Background: an optimization exercise with open tools, aiming at small area, a short achievable clock period and few clock cycles. Do not read the settings as production practice.
Function was checked by simulation only, so behaviour that the tests miss may differ from the original.
No activity file was given, so power comes from the tool's default toggle rates.

==> flow/design.v (excerpt) <==
module bace (
    input  wire        clk,
    input  wire        rst,
    input  wire        req_valid,
    input  wire        req_we,
    input  wire [4:0]  req_addr,
    input  wire [31:0] req_wdata,
    output reg         rsp_valid,
    output reg  [31:0] rsp_rdata,
    output wire        irq
);
    localparam [2:0] E_ILLEGAL      = 3'd1;
    localparam [2:0] E_FULL         = 3'd2;
    localparam [2:0] E_RANGE        = 3'd3;
    localparam [2:0] E_LAGMIN       = 3'd4;
    localparam [2:0] E_INSUFFICIENT = 3'd5;
    localparam [2:0] E_SHORT        = 3'd6;
    localparam [2:0] Q_IDLE  = 3'd0;
    localparam [2:0] Q_WIN   = 3'd1;    
    localparam [2:0] Q_STEP  = 3'd2;    
    localparam [2:0] Q_SWEEP = 3'd3;    
    localparam [2:0] Q_DRAIN = 3'd4;    
    localparam [2:0] Q_CHK   = 3'd5;    
    reg         op_v, op_fast, op_rd, op_cmd;
    reg         op_wctrl, op_wlag, op_wthr, op_wsd;
    reg  [4:0]  op_addr;
    reg  [31:0] op_wd;
    reg         k_nop, k_clear, k_push, k_pushb, k_window, k_seek, k_step, k_sweep;
    reg         k_pp;        
    reg         ie_err, ie_swept;
    reg  [2:0]  errcode;
    reg  [31:0] errcmd_l;    
    reg  [15:0] lagmin;
  ...
Size: roughly 6,500 cells after synthesis, roughly 2,100 flip-flops, roughly 75 I/O pins, ~93,000 µm² of cells after synthesis.
clock: 12.0 ns
lec_check: 0
cap_margin: 20
core_margin: 2
core_utilization: 65
cts_cluster_diameter: 80
cts_cluster_size: 30
slew_margin: 20
standard.sh (not shown) runs the stock make flow with config.mk's settings and CLKGATE_MAP_FILE= SYNTH_SCRIPT=/design/flow/synth_recipe.tcl, a recipe that flattens the netlist after the stock synthesis.
==> flow/flow/run.sh <==
#!/bin/bash
# The standard layout, with the timing repair steps aiming at a setup slack
# of 8.5 ns and the port buffers made of buf_4 cells (the design's 12 ns
# clock and constraints are unchanged).
set -euo pipefail
bash standard.sh SETUP_SLACK_MARGIN=8.5 "BUFFER_PORTS_ARGS=-buffer_cell sky130_fd_sc_hd__buf_4" finish > make_finish.log 2>&1
Testbench counts at the start, summed over its fixed seeds: cycles 42,749.
Next try:
==> flow/flow/run.sh (replaced) <==
#!/bin/bash
# The standard layout, with the timing repair steps aiming at a setup slack
# of 9 ns and the port buffers made of buf_4 cells (the design's 12 ns
# clock and constraints are unchanged).
set -euo pipefail
bash standard.sh SETUP_SLACK_MARGIN=9 "BUFFER_PORTS_ARGS=-buffer_cell sky130_fd_sc_hd__buf_4" finish > make_finish.log 2>&1
- CORE_UTILIZATION: 65 -> 55
Total power is higher by 4.9%.
Routed wire length grows by 7.2%.
Hold slack stays flat.
Sequential power is about the same.
Flip-flop and latch count does not change.
Count of clock-buffer cells in the layout climbs by 3.
Clock power goes up by 13%.
Clock skew grows by 28 ps.
Next try:
==> flow/flow/run.sh (replaced) <==
#!/bin/bash
# The standard layout, with the timing repair steps aiming at a setup slack
# of 8.5 ns and the port buffers made of buf_4 cells (the design's 12 ns
# clock and constraints are unchanged).
set -euo pipefail
bash standard.sh SETUP_SLACK_MARGIN=8.5 "BUFFER_PORTS_ARGS=-buffer_cell sky130_fd_sc_hd__buf_4" finish > make_finish.log 2>&1
The changed run completed without violations.
Setup slack improves by 65 ps.
Clock power hardly moves.
Synthesized cell count does not change.
Sequential share of layout area increases by 1.2 points.

========
bace, a different RTL version from the one above (not shown whole).
For scale: ~2100 flip-flops, about 75 I/O pins.
export LEC_CHECK = 0
export CAP_MARGIN = 20
export CORE_MARGIN = 2
export CORE_UTILIZATION = 60
export CTS_CLUSTER_DIAMETER = 80
export CTS_CLUSTER_SIZE = 30
export PLACE_DENSITY = 0.7
export SLEW_MARGIN = 20
create_clock -name core_clock -period 12.0 [get_ports {clk}]
==> flow/flow/run.sh <==
#!/bin/bash
# The standard layout, with the timing repair steps aiming at a setup slack
# of 8.5 ns and the port buffers made of buf_4 cells (the design's 12 ns
# clock and constraints are unchanged).
set -euo pipefail
bash standard.sh SETUP_SLACK_MARGIN=8.5 "BUFFER_PORTS_ARGS=-buffer_cell sky130_fd_sc_hd__buf_4" finish > make_finish.log 2>&1
The baseline finished clean.
Testbench counts at the start, summed over its fixed seeds: cycles 42,749.
Rerun with:
- CORE_UTILIZATION: 60 -> 55
- PLACE_DENSITY: 0.7 -> 0.8
Result: The changed run ran to the end with no violations; sequential power is about the same; via count grows by 1.8%; area after synthesis does not change; critical path depth stays the same; clock power shrinks by about 2%; global-route usage shrinks by 3.0 points.
Rerun with:
- CORE_UTILIZATION: 55 -> 65
What happened: Synthesized area is unchanged. Fmax stays flat. Final area goes down by 0.69%. Power goes down by 1.8%. Non-clock buffer count goes down by 6. Global-route usage goes up by 4.9 points. Die area goes down by 15%. Register-to-register slack gets better by 30 ps.

-- re-timing with driven ports --
No port has a modelled driver above. Below, the same layouts with a new extraction and two added sets of constraints. Step 1, drivers: a clkbuf_16 drives clk and a buf_2 each remaining input, both assumed. Step 2 also shifts input and output timing later by t, the mid clock arrival at the registers, as if the neighbouring blocks saw the same clock. Slacks: no drivers / after step 1 / after step 2; pairs: no drivers / after step 1.
run | t (ns) | setup slack, ns | hold WS [ns]
the first run of note 1 | 0.843 | 8.316 / 8.234 / 7.618 | 0.450 / 0.450 / 0.450
the second run of note 1 | 0.893 | 8.278 / 8.186 / 7.578 | 0.448 / 0.448 / 0.448
the third run of note 1 | 0.867 | 8.343 / 8.256 / 7.599 | 0.453 / 0.453 / 0.453
the first run of note 2 | 0.848 | 8.370 / 8.288 / 7.829 | 0.450 / 0.450 / 0.450
the second run of note 2 | 0.858 | 8.358 / 8.270 / 7.770 | 0.440 / 0.440 / 0.440
the third run of note 2 | 0.829 | 8.366 / 8.291 / 7.816 | 0.453 / 0.453 / 0.453
After both steps every run listed still meets setup and hold. For the third run of note 1, which loses most, drivers alone change the setup slack by -0.087 ns; drivers and shift together by -0.744 ns.
